From an optimization exercise on the open Yosys and OpenROAD flow, aimed at small area, a short achievable clock period and few clock cycles; shortcuts taken in it are not production practice. At most, simulation tests tie the RTL to the original design; equivalence was not proved. Only the layout flow was run in run 1; the RTL was not checked for function there. Power and IR drop assume default switching activity.

===== flow/design.v =====
module csq (
    input  wire        clk,
    input  wire        rst_n,
    input  wire        req_valid,
    input  wire [87:0] req,
    output wire        busy,
    output reg         rsp_valid,
    output wire [35:0] rsp,
    output reg         ev_valid,
    input  wire        ev_ready,
    output reg  [3:0]  ev_kind,
    output reg  [3:0]  ev_sel,
    output wire [31:0] ev_wdata,
    input  wire [31:0] ev_rdata,
    output reg  [3:0]  clk_state,
    output reg         freq_valid,
    output wire [31:0] freq_out,
    output wire [1:0]  panel_state,
    output reg         rst_line,
    output reg         bl_line
);
    localparam [6:0] P_BRING_UP  = 7'd127;
    localparam [6:0] P_CONFIGURE = 7'd13;
    localparam [6:0] P_RESET     = 7'd19;
    localparam [6:0] P_INIT      = 7'd23;
    localparam [1:0] M_SEQ = 2'd0, M_SIMPLE = 2'd1, M_WIN = 2'd2, M_PIX = 2'd3;
    function [26:0] rom(input [6:0] i);
        case (i)
            7'd0: rom = {1'b0, 4'd1, 4'd0, 1'b0, 1'b0, 16'h0001};
            7'd1: rom = {1'b0, 4'd3, 4'd8, 1'b0, 1'b0, 16'h0036};
            7'd2: rom = {1'b0, 4'd1, 4'd1, 1'b0, 1'b0, 16'h0001};
            7'd3: rom = {1'b0, 4'd1, 4'd2, 1'b0, 1'b0, 16'h0001};
            7'd4: rom = {1'b0, 4'd1, 4'd3, 1'b0, 1'b0, 16'h0705};
            7'd5: rom = {1'b0, 4'd1, 4'd4, 1'b0, 1'b0, 16'h9400};
            7'd6: rom = {1'b0, 4'd2, 4'd5, 1'b0, 1'b0, 16'h0000};
            7'd7: rom = {1'b0, 4'd1, 4'd5, 1'b0, 1'b0, 16'h0000};
            7'd8: rom = {1'b0, 4'd3, 4'd9, 1'b0, 1'b0, 16'h0045};
            7'd9: rom = {1'b0, 4'd1, 4'd6, 1'b1, 1'b0, 16'h5408};
            7'd10: rom = {1'b0, 4'd1, 4'd5, 1'b0, 1'b0, 16'h0001};
            7'd11: rom = {1'b0, 4'd3, 4'd9, 1'b0, 1'b0, 16'h0058};
            7'd12: rom = {1'b0, 4'd1, 4'd7, 1'b0, 1'b0, 16'h0002};
            7'd13: rom = {1'b1, 4'd3, 4'd10, 1'b0, 1'b0, 16'h0074};
            7'd14: rom = {1'b0, 4'd4, 4'd0, 1'b0, 1'b0, 16'h0000};
            7'd15: rom = {1'b0, 4'd4, 4'd1, 1'b0, 1'b0, 16'h5010};
            7'd16: rom = {1'b0, 4'd4, 4'd2, 1'b0, 1'b0, 16'h3C0F};
            7'd17: rom = {1'b0, 4'd4, 4'd3, 1'b0, 1'b1, 16'h0302};
            7'd18: rom = {1'b0, 4'd4, 4'd0, 1'b0, 1'b0, 16'h0001};
            7'd19: rom = {1'b1, 4'd9, 4'd0, 1'b0, 1'b0, 16'h0000};
            7'd20: rom = {1'b0, 4'd7, 4'd0, 1'b0, 1'b0, 16'h0000};
            7'd21: rom = {1'b0, 4'd8, 4'd0, 1'b0, 1'b0, 16'h0014};
            7'd22: rom = {1'b0, 4'd7, 4'd0, 1'b0, 1'b0, 16'h0001};
            7'd23: rom = {1'b1, 4'd8, 4'd0, 1'b0, 1'b0, 16'h0032};
            7'd24: rom = {1'b0, 4'd5, 4'd0, 1'b0, 1'b0, 16'h0011};
            7'd25: rom = {1'b0, 4'd8, 4'd0, 1'b0, 1'b0, 16'h0078};
            7'd26: rom = {1'b0, 4'd5, 4'd0, 1'b0, 1'b0, 16'h00E0};
            7'd27: rom = {1'b0, 4'd5, 4'd1, 1'b0, 1'b0, 16'h0000};
            7'd28: rom = {1'b0, 4'd5, 4'd1, 1'b0, 1'b0, 16'h0003};
            7'd29: rom = {1'b0, 4'd5, 4'd1, 1'b0, 1'b0, 16'h0009};
            7'd30: rom = {1'b0, 4'd5, 4'd1, 1'b0, 1'b0, 16'h0008};
            7'd31: rom = {1'b0, 4'd5, 4'd1, 1'b0, 1'b0, 16'h0016};
            7'd32: rom = {1'b0, 4'd5, 4'd1, 1'b0, 1'b0, 16'h000A};
            7'd33: rom = {1'b0, 4'd5, 4'd1, 1'b0, 1'b0, 16'h003F};
            7'd34: rom = {1'b0, 4'd5, 4'd1, 1'b0, 1'b0, 16'h0078};
            7'd35: rom = {1'b0, 4'd5, 4'd1, 1'b0, 1'b0, 16'h004C};
            7'd36: rom = {1'b0, 4'd5, 4'd1, 1'b0, 1'b0, 16'h0009};
            7'd37: rom = {1'b0, 4'd5, 4'd1, 1'b0, 1'b0, 16'h000A};
            7'd38: rom = {1'b0, 4'd5, 4'd1, 1'b0, 1'b0, 16'h0008};
            7'd39: rom = {1'b0, 4'd5, 4'd1, 1'b0, 1'b0, 16'h0016};
            7'd40: rom = {1'b0, 4'd5, 4'd1, 1'b0, 1'b0, 16'h001A};
            7'd41: rom = {1'b0, 4'd5, 4'd1, 1'b0, 1'b0, 16'h000F};
            7'd42: rom = {1'b0, 4'd5, 4'd0, 1'b0, 1'b0, 16'h00E1};
            7'd43: rom = {1'b0, 4'd5, 4'd1, 1'b0, 1'b0, 16'h0000};
            7'd44: rom = {1'b0, 4'd5, 4'd1, 1'b0, 1'b0, 16'h0016};
            7'd45: rom = {1'b0, 4'd5, 4'd1, 1'b0, 1'b0, 16'h0019};
            7'd46: rom = {1'b0, 4'd5, 4'd1, 1'b0, 1'b0, 16'h0003};
            7'd47: rom = {1'b0, 4'd5, 4'd1, 1'b0, 1'b0, 16'h000F};
            7'd48: rom = {1'b0, 4'd5, 4'd1, 1'b0, 1'b0, 16'h0005};
            7'd49: rom = {1'b0, 4'd5, 4'd1, 1'b0, 1'b0, 16'h0032};
            7'd50: rom = {1'b0, 4'd5, 4'd1, 1'b0, 1'b0, 16'h0045};
            7'd51: rom = {1'b0, 4'd5, 4'd1, 1'b0, 1'b0, 16'h0046};
            7'd52: rom = {1'b0, 4'd5, 4'd1, 1'b0, 1'b0, 16'h0004};
            7'd53: rom = {1'b0, 4'd5, 4'd1, 1'b0, 1'b0, 16'h000E};
            7'd54: rom = {1'b0, 4'd5, 4'd1, 1'b0, 1'b0, 16'h000D};
            7'd55: rom = {1'b0, 4'd5, 4'd1, 1'b0, 1'b0, 16'h0035};
            7'd56: rom = {1'b0, 4'd5, 4'd1, 1'b0, 1'b0, 16'h0037};
            7'd57: rom = {1'b0, 4'd5, 4'd1, 1'b0, 1'b0, 16'h000F};
            7'd58: rom = {1'b0, 4'd5, 4'd0, 1'b0, 1'b0, 16'h00C0};
            7'd59: rom = {1'b0, 4'd5, 4'd1, 1'b0, 1'b0, 16'h0017};
            7'd60: rom = {1'b0, 4'd5, 4'd1, 1'b0, 1'b0, 16'h0015};
            7'd61: rom = {1'b0, 4'd5, 4'd0, 1'b0, 1'b0, 16'h00C1};
            7'd62: rom = {1'b0, 4'd5, 4'd1, 1'b0, 1'b0, 16'h0041};
            7'd63: rom = {1'b0, 4'd5, 4'd0, 1'b0, 1'b0, 16'h00C5};
            7'd64: rom = {1'b0, 4'd5, 4'd1, 1'b0, 1'b0, 16'h0000};
            7'd65: rom = {1'b0, 4'd5, 4'd1, 1'b0, 1'b0, 16'h0012};
            7'd66: rom = {1'b0, 4'd5, 4'd1, 1'b0, 1'b0, 16'h0080};
            7'd67: rom = {1'b0, 4'd5, 4'd0, 1'b0, 1'b0, 16'h0036};
            7'd68: rom = {1'b0, 4'd5, 4'd1, 1'b0, 1'b0, 16'h0048};
            7'd69: rom = {1'b0, 4'd5, 4'd0, 1'b0, 1'b0, 16'h003A};
            7'd70: rom = {1'b0, 4'd5, 4'd1, 1'b0, 1'b0, 16'h0055};
            7'd71: rom = {1'b0, 4'd5, 4'd0, 1'b0, 1'b0, 16'h00B0};
            7'd72: rom = {1'b0, 4'd5, 4'd1, 1'b0, 1'b0, 16'h0000};
            7'd73: rom = {1'b0, 4'd5, 4'd0, 1'b0, 1'b0, 16'h00B1};
            7'd74: rom = {1'b0, 4'd5, 4'd1, 1'b0, 1'b0, 16'h00A0};
            7'd75: rom = {1'b0, 4'd5, 4'd0, 1'b0, 1'b0, 16'h00B4};
            7'd76: rom = {1'b0, 4'd5, 4'd1, 1'b0, 1'b0, 16'h0002};
            7'd77: rom = {1'b0, 4'd5, 4'd0, 1'b0, 1'b0, 16'h00B6};
            7'd78: rom = {1'b0, 4'd5, 4'd1, 1'b0, 1'b0, 16'h0002};
            7'd79: rom = {1'b0, 4'd5, 4'd1, 1'b0, 1'b0, 16'h0002};
            7'd80: rom = {1'b0, 4'd5, 4'd1, 1'b0, 1'b0, 16'h003B};
            7'd81: rom = {1'b0, 4'd5, 4'd0, 1'b0, 1'b0, 16'h00E9};
            7'd82: rom = {1'b0, 4'd5, 4'd1, 1'b0, 1'b0, 16'h0000};
            7'd83: rom = {1'b0, 4'd5, 4'd0, 1'b0, 1'b0, 16'h00F7};
            7'd84: rom = {1'b0, 4'd5, 4'd1, 1'b0, 1'b0, 16'h00A9};
            7'd85: rom = {1'b0, 4'd5, 4'd1, 1'b0, 1'b0, 16'h0051};
            7'd86: rom = {1'b0, 4'd5, 4'd1, 1'b0, 1'b0, 16'h002C};
            7'd87: rom = {1'b0, 4'd5, 4'd1, 1'b0, 1'b0, 16'h0082};
            7'd88: rom = {1'b0, 4'd5, 4'd0, 1'b0, 1'b0, 16'h0029};
            7'd89: rom = {1'b1, 4'd8, 4'd0, 1'b0, 1'b0, 16'h0014};
            default: rom = 27'd0;
        endcase
    endfunction
    reg        busy_r;
    reg [1:0]  mode;
    reg [6:0]  ix;
    reg [15:0] wd;
    reg        wd16, wd22;
    reg        panel;
    reg        started;        
    reg        c_sw, c_dummy;
    reg [8:0]  gx, gy;
    reg [9:0]  gw, gh;
    reg [15:0] ge;
    wire [31:0] ts = {gx, gy, gw, gh[3:0]};
    wire [31:0] tt = {ge, wd};
    wire        fl = wd[15];   
    assign busy        = busy_r;
    assign ev_wdata    = {9'd0, wd22, 5'd0, wd16, wd};
    assign rsp         = {ev_sel, 4'd0, wd16, 1'b0, wd16, 7'd0, wd16, wd16, wd};
    assign freq_out    = 32'h0A037A00;
    assign panel_state = {panel, panel};
    wire fire   = ev_valid & ev_ready;
    wire accept = req_valid & ~busy_r;
    wire [7:0]  op = req[87:80];
    wire [15:0] ra = req[79:64], rb = req[63:48], rc = req[47:32], rd = req[31:16];
    wire op_geo    = (op[7:2] == 6'b010000);            
    wire op_simple = (op[7:3] == 5'b00110) && (op[2:0] != 3'd0);  
    wire op_seq    = (op == 8'h10) || (op == 8'h20) || (op == 8'h30) || (op == 8'h50);
    wire op_pix    = (op[1:0] == 2'd1);
    wire op_clr    = (op[1:0] == 2'd3);
    wire g_empty   = ~op_clr & (~op_pix & ((rc == 16'd0) | (rd == 16'd0)) |
                                (ra >= 16'd320) | (rb >= 16'd480));
    wire [6:0] seq_start = op[6] ? P_INIT : (op[5:4] == 2'b11) ? P_RESET :
                           op[5] ? P_CONFIGURE : P_BRING_UP;
    wire        cur_last = (ix == 7'd13) || (ix == 7'd19) || (ix == 7'd23) || (ix == 7'd89);
    wire [6:0]  cur_d    = ix[1] ? 7'd50 : (ix[3] && !ix[6]) ? 7'd120 : 7'd20;
    reg  [6:0]  nix;
    wire [26:0] nrom = rom(nix);
    wire [31:0] tdiff  = tt - ts;
    wire        t_done = (tdiff[31:7] != 25'd0) | (tdiff[6:0] >= cur_d);
    wire [9:0] gw_clip = (gw > 10'd320) ? 10'd319 : gw - 10'd1;
    wire [9:0] gh_clip = (gh > 10'd480) ? 10'd479 : gh - 10'd1;
    always @(*) begin
        nix = ix + 7'd1;
        if (ev_kind == 4'd2 && !fl) nix = ix + 7'd3;
    end
    task automatic load_rom;
        begin
            ev_kind <= nrom[25:22];
            ev_sel  <= nrom[21:18];
            wd22    <= nrom[17];
            wd16    <= nrom[16];
            wd      <= nrom[15:0];
            ix      <= nix;
            ev_valid <= 1'b1;
        end
    endtask
    task automatic finish;
        begin
            busy_r    <= 1'b0;
            ev_valid  <= 1'b0;
            rsp_valid <= 1'b1;
            ev_sel    <= 4'h0;
        end
    endtask
    always @(posedge clk) begin
        rsp_valid <= 1'b0;
        if (!rst_n) begin
            busy_r     <= 1'b0;
            ev_valid   <= 1'b0;
            clk_state  <= 4'h0;
            freq_valid <= 1'b0;
            panel      <= 1'b0;
            rst_line   <= 1'b1;
            bl_line    <= 1'b0;
        end else if (!busy_r) begin
            if (accept) begin
                gx      <= op_clr ? 9'd0 : ra[8:0];
                gy      <= op_clr ? 9'd0 : rb[8:0];
                gw      <= op_clr ? 10'd320 : op_pix ? 10'd1 : {1'b0, (rc[15:9] != 7'd0) ? 9'h1FF : rc[8:0]};
                gh      <= op_clr ? 10'd480 : op_pix ? 10'd1 : {1'b0, (rd[15:9] != 7'd0) ? 9'h1FF : rd[8:0]};
                ge      <= req[15:0];
                c_sw    <= (op[1:0] == 2'd0);
                c_dummy <= (op[2:0] == 3'd7);
                started <= 1'b0;
                ix      <= op_geo ? 7'd0 : seq_start;
                mode    <= op_geo ? M_WIN : op_simple ? M_SIMPLE : M_SEQ;
                wd22    <= 1'b0;
                ev_sel  <= op_simple ? {3'd0, op[2:0] != 3'd4} : (op_geo || op_seq || op == 8'h11) ? 4'd0 : 4'hF;
                if (op_geo) begin
                    ev_kind <= 4'd5;
                    wd      <= 16'h002A;
                    wd16    <= 1'b0;
                end else if (op_simple && op[2:1] == 2'b11) begin   
                    ev_kind <= 4'd6;
                    wd      <= ra;
                    wd16    <= 1'b0;
                end else if (op_simple && op[2:1] == 2'b10) begin   
                    ev_kind <= 4'd5;
                    wd      <= ra;
                    wd16    <= 1'b0;
                end else if (op_simple && op[2] == 1'b0) begin  
                    ev_kind <= 4'd7;
                    wd      <= {15'd0, op[1] ? ~op[0] : ra[0]};
                    wd16    <= 1'b0;
                end else begin                          
                    ev_kind <= 4'd5;
                    wd      <= 16'h7A00;
                    wd16    <= 1'b1;
                end
                if ((op_geo && !g_empty) || op_simple) begin
                    busy_r   <= 1'b1;
                    ev_valid <= 1'b1;
                end else if (op_seq) begin
                    busy_r   <= 1'b1;
                end else begin
                    rsp_valid <= 1'b1;
                end
            end
        end else if (ev_valid) begin
            if (ev_ready) begin
                if (ev_kind == 4'd7) begin
                    if (ev_sel[0]) bl_line  <= wd[0];
                    else           rst_line <= wd[0];
                end
                case (mode)
                    M_SIMPLE: begin
                        wd   <= ev_rdata[15:0];
                        wd16 <= 1'b0;
                        c_dummy <= 1'b0;
                        if (!c_dummy) finish;
                    end
                    M_SEQ: begin
                        if (ev_kind == 4'd2 || ev_kind == 4'd3) begin
                            wd[15]   <= ev_rdata[0];
                            ev_valid <= 1'b0;
                        end else if (ev_kind == 4'd8) begin
                            if (!started) begin
                                {gx, gy, gw, gh[3:0]} <= ev_rdata;
                                started <= 1'b1;
                            end else begin
                                {ge, wd} <= ev_rdata;
                                ev_valid <= 1'b0;
                            end
                        end else if (cur_last) begin
                            finish;
                        end else begin
                            load_rom;
                        end
                    end
                    M_WIN: begin
                        ix <= ix + 7'd1;
                        ev_sel <= 4'd1;
                        case (ix[3:0])
                            4'd0: begin wd <= {15'd0, gx[8]}; gw <= {1'b0, gx} + gw; end
                            4'd1: begin wd <= {8'd0, gx[7:0]}; gw <= gw_clip; end
                            4'd2: wd <= {15'd0, gw[8]};
                            4'd3: wd <= {8'd0, gw[7:0]};
                            4'd4: begin wd <= 16'h002B; ev_sel <= 4'd0; gw <= gw - {1'b0, gx}; end
                            4'd5: begin wd <= {15'd0, gy[8]}; gx <= gw[8:0]; gh <= {1'b0, gy} + gh; end
                            4'd6: begin wd <= {8'd0, gy[7:0]}; gh <= gh_clip; end
                            4'd7: wd <= {15'd0, gh[8]};
                            4'd8: wd <= {8'd0, gh[7:0]};
                            4'd9: begin wd <= 16'h002C; ev_sel <= 4'd0; gh <= gh - {1'b0, gy}; end
                            default: begin
                                wd <= ge;
                                mode <= M_PIX;
                                if (c_sw) finish;
                            end
                        endcase
                    end
                    default: begin  
                        if (gx == 9'd0) begin
                            if (gh == 10'd0) finish;
                            gh <= gh - 10'd1;
                            gx <= gw[8:0];
                        end else begin
                            gx <= gx - 9'd1;
                        end
                    end
                endcase
            end
        end else begin
            if (ev_kind == 4'd3) begin
                if (fl == wd[4]) begin
                    if (cur_last) begin
                        finish;
                        clk_state  <= 4'h5;
                        freq_valid <= 1'b1;
                        wd         <= 16'h7A00;
                        wd16       <= 1'b1;
                    end else begin
                        load_rom;
                    end
                end else if (wd[3:0] == 4'd1) begin
                    finish;
                    clk_state <= {2'b10, wd[6:5]};
                    ev_sel    <= {2'b00, wd[6:5]};
                end else begin
                    wd[3:0]  <= wd[3:0] - 4'd1;
                    ev_valid <= 1'b1;
                end
            end else if (ev_kind == 4'd8) begin
                if (t_done) begin
                    started <= 1'b0;
                    if (cur_last) begin
                        finish;
                        if (ix[6]) panel <= 1'b1;
                    end else begin
                        load_rom;
                    end
                end else begin
                    ev_valid <= 1'b1;
                end
            end else begin
                load_rom;
            end
        end
    end
endmodule

===== flow/run.sh =====
#!/bin/bash
# synth_recipe.tcl (not shown) runs the flow's synth.tcl, then flattens the netlist and writes it again
# the make line also repeats each setting of config.mk as NAME=value (left out here)
make -C /OpenROAD-flow-scripts/flow DESIGN_CONFIG=/design/flow/config.mk WORK_HOME=/design/flow/orfs CLKGATE_MAP_FILE= SYNTH_SCRIPT=/design/flow/synth_recipe.tcl finish

===== flow/config.mk =====
export PLATFORM = sky130hd
export DESIGN_NAME = csq
export DESIGN_NICKNAME = csq
export VERILOG_FILES = /design/flow/design.v
export SDC_FILE = /design/flow/constraint.sdc
export NUM_CORES = 4
export LEC_CHECK = 0
export ABC_CLOCK_PERIOD_IN_PS = 3000
export CAP_MARGIN = 20
export CORE_MARGIN = 2
export CORE_UTILIZATION = 40
export PLACE_DENSITY = 0.6
export SETUP_SLACK_MARGIN = 4.0
export SLEW_MARGIN = 20

===== flow/constraint.sdc =====
create_clock -name core_clock -period 7.0 [get_ports {clk}]
set_input_delay 1.4000 -clock core_clock [delete_from_list [all_inputs] [get_ports {clk}]]
set_output_delay 1.4000 -clock core_clock [all_outputs]
set_load 0.01 [all_outputs]

==> impl_metrics.json, run 1 <==
{
  "crit_required_ps": 7100,
  "clock_latency_ps": 390,
  "initial_core_util": 0.407,
  "ant_nets": 0,
  "timing.final.crit_share": 0.600,
  "syn_area_um2": 13600,
  "cp.arrival_ps": 4300,
  "rows": 67,
  "die_height_um": 189,
  "reg2reg_to": "ix[0]",
  "outcome": "complete, no violations",
  "netlist.area_leader.share": 0.203,
  "dp_hpwl_um": 50900,
  "coreArea_um2": 33500,
  "wl_per_cell_um": 28.7,
  "power.leakage_uw": 0.00752,
  "pwr-share-clk": 0.234,
  "gp_congestion": 1.02,
  "syn_area_per_cell_um2": 7.43,
  "cts_buffer_depth": 2,
  "clkSinkCount": 103,
  "max_freq_ghz": 0.238,
  "drt-total-wl_um": 74200,
  "instances_no_fill": 2584,
  "final_nets": 2338,
  "ys_types": 93,
  "path_max_fanout": 7,
  "cts_tree": "done",
  "p_int_uw": 1450,
  "r2r-start": "gh[0]",
  "gr-usage-all-layers": 0.382,
  "h-tree-depth": 3,
  "cap_violations": 0,
  "path_class": "reg -> reg",
  "grt_pass1_vias": 15681,
  "crit_path_start_kind": "register",
  "synth-seq-cells": 103,
  "switching_share": 0.391,
  "startpoint": "gh[0]",
  "synthToLayoutAreaGrowth_pct": 46.9,
  "drv_slew": 0,
  "io_buffers": 185,
  "drtIter0Drc": 2796,
  "regToRegSetupSlack_ps": 2800,
  "route.detailed.drc": 0,
  "final_common_cell": "nand2_1",
  "seq_area_frac_synth": 0.219,
  "viasPerCell": 6.75,
  "fin_worst_skew_ps": 20.8,
  "synth_cells": 1836,
  "worstRegToRegCells": 14,
  "end_kind": "register",
  "rsz0062_at_grt": "true",
  "final_cell_mix": "nand2_1 (188), clkdlybuf4s50_1 (174), buf_4 (165)",
  "yosys.area.top_type": "edfxtp_1",
  "cts-root-buf": "clkbuf_16",
  "numCtsBuffers": 9,
  "ios": 244,
  "path_clk_slew_ps": 90,
  "antenna_found_initial": 0,
  "period_minus_slack_ps": 4200,
  "power_switching_uw": 932,
  "grt_pass1_wl_um": 103000,
  "setup_viol_count_final": 0,
  "dp_cells": 2338,
  "postSynth.asyncResetShare": 0,
  "fp.dieW_um": 189,
  "p_comb_frac": 0.456,
  "powerDensity_nw_per_um2": 119,
  "grt_start_max_net_pins": 63,
  "grt_overflow_total": 0,
  "drive_above_1_share": 0.279,
  "setup_tns_ps": 0,
  "hp-class": "reg -> reg",
  "dieArea_um2": 35600,
  "ys_warn_count": 1,
  "worst_slew_pin_slew_ps": 1130,
  "max-vdd-ir-drop_mv": 0.131,
  "ys.flop_type": "edfxtp_1",
  "first_pass_iters": 9,
  "final-hold-violation-count": 0,
  "relSlewSlack": 0.248,
  "ys_top_cells_by_area": "edfxtp_1 (20%), ha_1 (7.3%), a21oi_1 (5.7%)",
  "sequentialPowerShare": 0.310,
  "synth_edf_count": 92,
  "num_vias": 17433,
  "crit_end": "ix[0]"
}
==> per-layer routing <==
layer,share of wire,vias to the layer above,global-route usage
met3,0.13,371,0.0853
met4,0.072,0,0.179
met2,0.42,1500,0.583
met1,0.38,8211,0.511
li1,-,7351,-
met5,0,-,0
==> synthesized netlist by cell type, types with 13 or more instances <==
library cell	instances
a22o_1	13
nand2b_1	15
mux2i_1	13
a211oi_1	16
clkbuf_1	100
o31ai_1	14
o21ai_0	136
and3_1	18
o22ai_1	18
o221ai_1	24
nand2_1	207
ha_1	80
edfxtp_1	92
o211ai_1	27
nor2b_1	16
nor2_1	153
nor4_1	23
and2_1	17
a21o_1	24
a31oi_1	36
buf_4	87
inv_1	64
nand3_1	59
xnor2_1	42
buf_2	13
mux2_2	19
a22oi_1	24
xor2_1	20
nand4_1	31
nor3_1	55
a21oi_1	156
a221oi_1	15
==> stage by stage <==
step / setup WS [ps] / hold slack, ps / cell area [um^2] / power, uW / util
finish: 2800 / 472 / 20000 / 2380 / 0.598
detailed placement: 2040 / 460 / 15700 / 1510 / 0.468
floorplan: 2970 / 449 / 14400 / 1250 / -
CTS: 2930 / 473 / 18300 / 2200 / 0.546
global route: 2740 / 488 / 20000 / 2440 / 0.597
global placement: 2030 / 449 / 15700 / 1510 / 0.468
==> timing repair <==
item | in CTS | in global routing
endpoints found under the setup margin | 176 | 111
cloned | 10 | 3
resized for setup | 259 | 193
hold endpoints to repair | 0 | 0
setup buffers | 125 | 91
pin swaps | 106 | 130
hold buffers | 0 | 0
==> worst min path at each step <==
stage / start / to / slack [ps] / depth (start not counted)
floorplan: panel / panel / 450 / 2
global placement: freq_valid / freq_valid / 450 / 1
detailed placement: freq_valid / freq_valid / 460 / 1
CTS: freq_valid / freq_valid / 470 / 1
global route: freq_valid / freq_valid / 490 / 1
finish: freq_valid / freq_valid / 470 / 1
==> worst max-delay path, stage by stage (launching register included) <==
cell	delay, ps
edfxtp_1	510
ha_4	220
fa_2	360
nand2b_4	160
a211oi_4	280
buf_6	150
o2111ai_4	120
a211o_1	380
a21oi_4	190
mux2_4	330
a311oi_4	350
nor4_4	120
and3_4	250
nor4_4	300
buf_6	190
==> cell families after synthesis <==
logic type | after synthesis | synth area share
buffers and inverters | 280 | 0.105
AOI/OAI and AO/OA | 623 | 0.300
muxes | 32 | 0.0252
xor gates and xnor gates | 64 | 0.0422
and+or+nand+nor | 645 | 0.226
DFF | 103 | 0.219
adders and majority gates | 87 | 0.0816
other | 2 | 0.000551
==> area by class of cell <==
class	instances	area, um^2
clock buffer	10	229
timing repair buffer	436	4430
sequential	103	2990
multi-input combinational	1514	11500
clock inverter	6	65.1
antenna	1	2.50
inverter	66	287
tap	448	561
fill	2937	13500
==> flip-flops by register name, indices dropped and copies added, names as in the netlist, 2 cells and up <==
signal / count
ge: 16
wd: 16
ev_kind: 4
mode: 2
ev_sel: 4
ix: 7
clk_state: 4
gw: 10
gx: 9
gh: 10
gy: 9
==> power groups by stage <==
stage / Combinational [uW] / Sequential, uW / Clock, uW
floorplan: 516 / 735 / 0
global placement: 755 / 757 / 0
detailed placement: 750 / 758 / 0
CTS: 912 / 738 / 551
global route: 1130 / 739 / 572
finish: 1090 / 738 / 556
==> run 2: changes to the inputs <==
--- a/flow/design.v
+++ b/flow/design.v
@@ -127,10 +127,8 @@
     reg        panel;
+    reg        fl;             
     reg        started;        
     reg        c_sw, c_dummy;
-    reg [8:0]  gx, gy;
-    reg [9:0]  gw, gh;
+    reg [9:0]  gx, gw, gy, gh;
     reg [15:0] ge;
-    wire [31:0] ts = {gx, gy, gw, gh[3:0]};
-    wire [31:0] tt = {ge, wd};
-    wire        fl = wd[15];   
+    reg [31:0] ts, tt;
     assign busy        = busy_r;
@@ -153,4 +151,4 @@
                            op[5] ? P_CONFIGURE : P_BRING_UP;
-    wire        cur_last = (ix == 7'd13) || (ix == 7'd19) || (ix == 7'd23) || (ix == 7'd89);
-    wire [6:0]  cur_d    = ix[1] ? 7'd50 : (ix[3] && !ix[6]) ? 7'd120 : 7'd20;
+    wire [26:0] crom = rom(ix);
+    wire        cur_last = crom[26];
     reg  [6:0]  nix;
@@ -158,3 +156,3 @@
     wire [31:0] tdiff  = tt - ts;
-    wire        t_done = (tdiff[31:7] != 25'd0) | (tdiff[6:0] >= cur_d);
+    wire        t_done = (tdiff[31:7] != 25'd0) | (tdiff[6:0] >= wd[6:0]);
     wire [9:0] gw_clip = (gw > 10'd320) ? 10'd319 : gw - 10'd1;
@@ -196,4 +194,4 @@
             if (accept) begin
-                gx      <= op_clr ? 9'd0 : ra[8:0];
-                gy      <= op_clr ? 9'd0 : rb[8:0];
+                gx      <= op_clr ? 10'd0 : {1'b0, ra[8:0]};
+                gy      <= op_clr ? 10'd0 : {1'b0, rb[8:0]};
                 gw      <= op_clr ? 10'd320 : op_pix ? 10'd1 : {1'b0, (rc[15:9] != 7'd0) ? 9'h1FF : rc[8:0]};
@@ -253,3 +251,3 @@
                         if (ev_kind == 4'd2 || ev_kind == 4'd3) begin
-                            wd[15]   <= ev_rdata[0];
+                            fl       <= ev_rdata[0];
                             ev_valid <= 1'b0;
@@ -257,6 +255,6 @@
                             if (!started) begin
-                                {gx, gy, gw, gh[3:0]} <= ev_rdata;
+                                ts      <= ev_rdata;
                                 started <= 1'b1;
                             end else begin
-                                {ge, wd} <= ev_rdata;
+                                tt       <= ev_rdata;
                                 ev_valid <= 1'b0;
@@ -273,3 +271,3 @@
                         case (ix[3:0])
-                            4'd0: begin wd <= {15'd0, gx[8]}; gw <= {1'b0, gx} + gw; end
+                            4'd0: begin wd <= {15'd0, gx[8]}; gw <= gx + gw; end
                             4'd1: begin wd <= {8'd0, gx[7:0]}; gw <= gw_clip; end
@@ -277,4 +275,4 @@
                             4'd3: wd <= {8'd0, gw[7:0]};
-                            4'd4: begin wd <= 16'h002B; ev_sel <= 4'd0; gw <= gw - {1'b0, gx}; end
-                            4'd5: begin wd <= {15'd0, gy[8]}; gx <= gw[8:0]; gh <= {1'b0, gy} + gh; end
+                            4'd4: begin wd <= 16'h002B; ev_sel <= 4'd0; gw <= gw - gx; end
+                            4'd5: begin wd <= {15'd0, gy[8]}; gx <= gw; gh <= gy + gh; end
                             4'd6: begin wd <= {8'd0, gy[7:0]}; gh <= gh_clip; end
@@ -282,3 +280,3 @@
                             4'd8: wd <= {8'd0, gh[7:0]};
-                            4'd9: begin wd <= 16'h002C; ev_sel <= 4'd0; gh <= gh - {1'b0, gy}; end
+                            4'd9: begin wd <= 16'h002C; ev_sel <= 4'd0; gh <= gh - gy; end
                             default: begin
@@ -291,8 +289,8 @@
                     default: begin  
-                        if (gx == 9'd0) begin
+                        if (gx == 10'd0) begin
                             if (gh == 10'd0) finish;
                             gh <= gh - 10'd1;
-                            gx <= gw[8:0];
+                            gx <= gw;
                         end else begin
-                            gx <= gx - 9'd1;
+                            gx <= gx - 10'd1;
                         end
--- a/flow/config.mk
+++ b/flow/config.mk
@@ -7,3 +7,2 @@
 export LEC_CHECK = 0
-export ABC_CLOCK_PERIOD_IN_PS = 3000
 export CAP_MARGIN = 20
@@ -12,3 +11,2 @@
 export PLACE_DENSITY = 0.6
-export SETUP_SLACK_MARGIN = 4.0
 export SLEW_MARGIN = 20
==> run 2 against run 1 <==
Compared with the run above:
- still clean on timing, DRC and antenna
- fmax shrank 16%
- count of clock-buffer cells in the layout grew 11
- cell area shrank 16%
- combinational power shrank 54%
- power grew 11%
- sequential share of layout area grew 15 points
- area after synthesis grew 5.6%
- register-to-register slack lost 780 ps
- core utilization shrank 12 points
- cell count shrank 12%
- via count shrank 20%
- wire length shrank 26%
==> impl_metrics.json, run 2 <==
{
  "ys_top_cells_by_count": "nand2_1 (169), edfxtp_1 (158), o21ai_0 (140), a21oi_1 (133), nor2_1 (114)",
  "drive_above_1_share": 0.0516,
  "final_cell_mix": "clkdlybuf4s50_1 (185), nand2_1 (169), edfxtp_1 (158)",
  "cts_buffer_depth": 2,
  "num_vias": 14033,
  "post_cts_buffers": 0,
  "sequentialPowerShare": 0.449,
  "worst_slew_pin_slew_ps": 1110,
  "h-tree-depth": 4,
  "relSlewSlack": 0.255,
  "postSynth.asyncResetShare": 0,
  "ios": 244,
  "drtIter0Drc": 2021,
  "clkSinkCount": 170,
  "switching_share": 0.300,
  "path_class": "reg -> reg",
  "syn_area_um2": 14400,
  "die_height_um": 194,
  "clock_latency_ps": 460,
  "grt_pass1_vias": 13318,
  "syn_area_per_cell_um2": 8.52,
  "path_clk_slew_ps": 80,
  "ys_warn_count": 1,
  "power_switching_uw": 794,
  "cp.arrival_ps": 5270,
  "met1_usage": 0.383,
  "grt_pass1_wl_um": 82600,
  "drt-total-wl_um": 55200,
  "viasPerCell": 6.20,
  "min_path_cells": 2,
  "fill_cells": 3498,
  "synth.most_common_cell": "nand2_1",
  "multi_input_area_um2": 8360,
  "p_int_uw": 1860,
  "powerDensity_nw_per_um2": 158,
  "top_regs": "ts (32), tt (32)",
  "hp-class": "reg -> reg",
  "regArea_um2": 4990,
  "p_comb_frac": 0.190,
  "synth_edf_count": 158,
  "max-vdd-ir-drop_mv": 0.178,
  "fp.dieW_um": 194,
  "netlist.area_leader.share": 0.330,
  "worstRegToRegCells": 12,
  "ys_top_cells_by_area": "edfxtp_1 (33%), ha_1 (6.3%), o21ai_0 (4.9%)",
  "cts_tree": "done",
  "grt_use_met2": 0.460,
  "power.leakage_uw": 0.00615,
  "crit_required_ps": 7290,
  "max_freq_ghz": 0.201,
  "period_minus_slack_ps": 4980,
  "path_max_fanout": 21,
  "dp_hpwl_um": 42700,
  "first_pass_iters": 9,
  "setup_tns_ps": 0,
  "synth_cells": 1689,
  "yosys.area.top_type": "edfxtp_1",
  "drv_slew": 0,
  "cts_resized": 0,
  "synthToLayoutAreaGrowth_pct": 16.6,
  "cap_violations": 0,
  "timing.final.crit_share": 0.711,
  "outcome": "complete, no violations",
  "holdWs_ps": 487,
  "dieArea_um2": 37500,
  "ys.flop_type": "edfxtp_1",
  "numCtsBuffers": 17,
  "grt_overflow_total": 0,
  "rsz0062_at_grt": "false",
  "pwr-share-clk": 0.361,
  "final_nets": 1987,
  "route.detailed.drc": 0,
  "io_buffers": 185,
  "wl_per_cell_um": 24.4,
  "busiest_layer": "met2",
  "synth-seq-cells": 170,
  "num_antenna_cells": 0,
  "seq_area_frac_synth": 0.346,
  "ys_types": 89,
  "ant_nets": 0,
  "end_kind": "register",
  "antenna_found_initial": 1,
  "coreArea_um2": 35500,
  "gr-usage-all-layers": 0.287,
  "hold_buffers": 0,
  "setup_viol_count_final": 0,
  "fin_worst_skew_ps": 17.3,
  "fin_util": 0.473,
  "met3_usage": 0.0602,
  "final_common_cell": "clkdlybuf4s50_1",
  "rows": 69,
  "grt_start_max_net_pins": 62,
  "crit_path_start_kind": "register",
  "gp_congestion": 0.974,
  "cts-root-buf": "clkbuf_16",
  "final-hold-violation-count": 0,
  "initial_core_util": 0.406
}
==> run 2: cell count changes after synthesis, sizes merged, moves of 11 or more <==
| cell | delta |
|---|---|
| a21oi | -21 |
| a22o | -11 |
| a31oi | -11 |
| clkbuf | -32 |
| edfxtp | +66 |
| inv | +15 |
| mux2 | -15 |
| nand2 | -40 |
| nand3 | -25 |
| nand4 | -13 |
| nor2 | -41 |
| xor2 | +18 |
==> run 2: kinds of logic after synthesis <==
family / share of synthesized area
AO/OA/AOI/OAI: 0.250
AND/OR/NAND/NOR: 0.179
buffers and inverters: 0.0922
flip-flops: 0.346
XOR/XNOR: 0.0565
adder cells (fa/ha/maj): 0.0667
multiplexers: 0.00965
other: 0.000522
==> run 2: metrics by stage <==
| step | area (um^2) | setup slack (ps) | power, uW | std cells |
|---|---|---|---|---|
| global placement | 16200 | 2310 | 1700 | 2229 |
| floorplan | 14600 | 2530 | 1500 | 1745 |
| detailed placement | 16200 | 2250 | 1700 | 2230 |
| global route | 16800 | 1670 | 2730 | 2262 |
| CTS | 16800 | 2200 | 2640 | 2262 |
| finish | 16800 | 2020 | 2650 | 2262 |
==> run 2: final cells by class <==
type,instances,area share
repair buffers,203,0.118
inverters,80,0.0179
clock buffers,21,0.0294
multi-input cells,1316,0.498
well taps,461,0.0344
clock inverters,11,0.00492
flip-flops and latches,170,0.297
==> run 2: power groups by stage <==
stage | sequential [uW] | clock, uW | combinational [uW]
CTS | 1190 | 962 | 492
global route | 1190 | 1000 | 542
finish | 1190 | 956 | 504
floorplan | 1180 | 0 | 318
detailed placement | 1210 | 0 | 489
global placement | 1210 | 0 | 491
==> run 2: worst paths after layout <==
path	startpoint	endpoint	slack (ps)
hold / removal	rst_line	rst_line	490
setup / recovery	ix[0]	wd[12]	2020
hold reg to reg	rst_line	rst_line	490
setup reg to reg	ix[0]	wd[12]	2020
==> run 2: layer usage <==
metal  vias up  share of wire
met3       122          0.093
met5         -              0
li1       6361              -
met4         0          0.034
met2       754           0.46
met1      6796           0.41
==> run 2: worst max-delay path, stage by stage, from the launching register on <==
cell and delay [ps]:
edfxtp_1 790, clkinv_1 590, ha_1 540, inv_1 200, nor3_1 100, nor3_1 440
xor2_2 840, buf_4 320, a21oi_1 60, a21oi_1 390, mux2_2 240, a222oi_1 80
o211ai_1 220
Testbench counts of run 2, summed over its fixed seeds: cycles 43,446.

separate check: timing with driven ports:
How much do the figures lean on ideal ports? The routed layouts below were timed once more, with nothing changed but the port constraints.
Step 1 assumes that a clkbuf_16 drives the clock port and a buf_2 every other input.
Step 2 moves the port delays by t, midway between the first and last clock arrival at a register: inputs arrive t later, outputs are due t later. That takes back most of the time a late clock gives input paths.
Three values: no drivers, after step 1, after step 2; two values: the first two.
run	t (ns)	setup WS [ns]	worst setup path at the end	worst slew at a driven data input, ns
run 1	0.432	2.801 / 2.801 / 2.801	register to register	0.08
run 2	0.510	2.022 / 2.022 / 2.022	register to register	0.07
After both steps setup and hold are still met in every run listed.
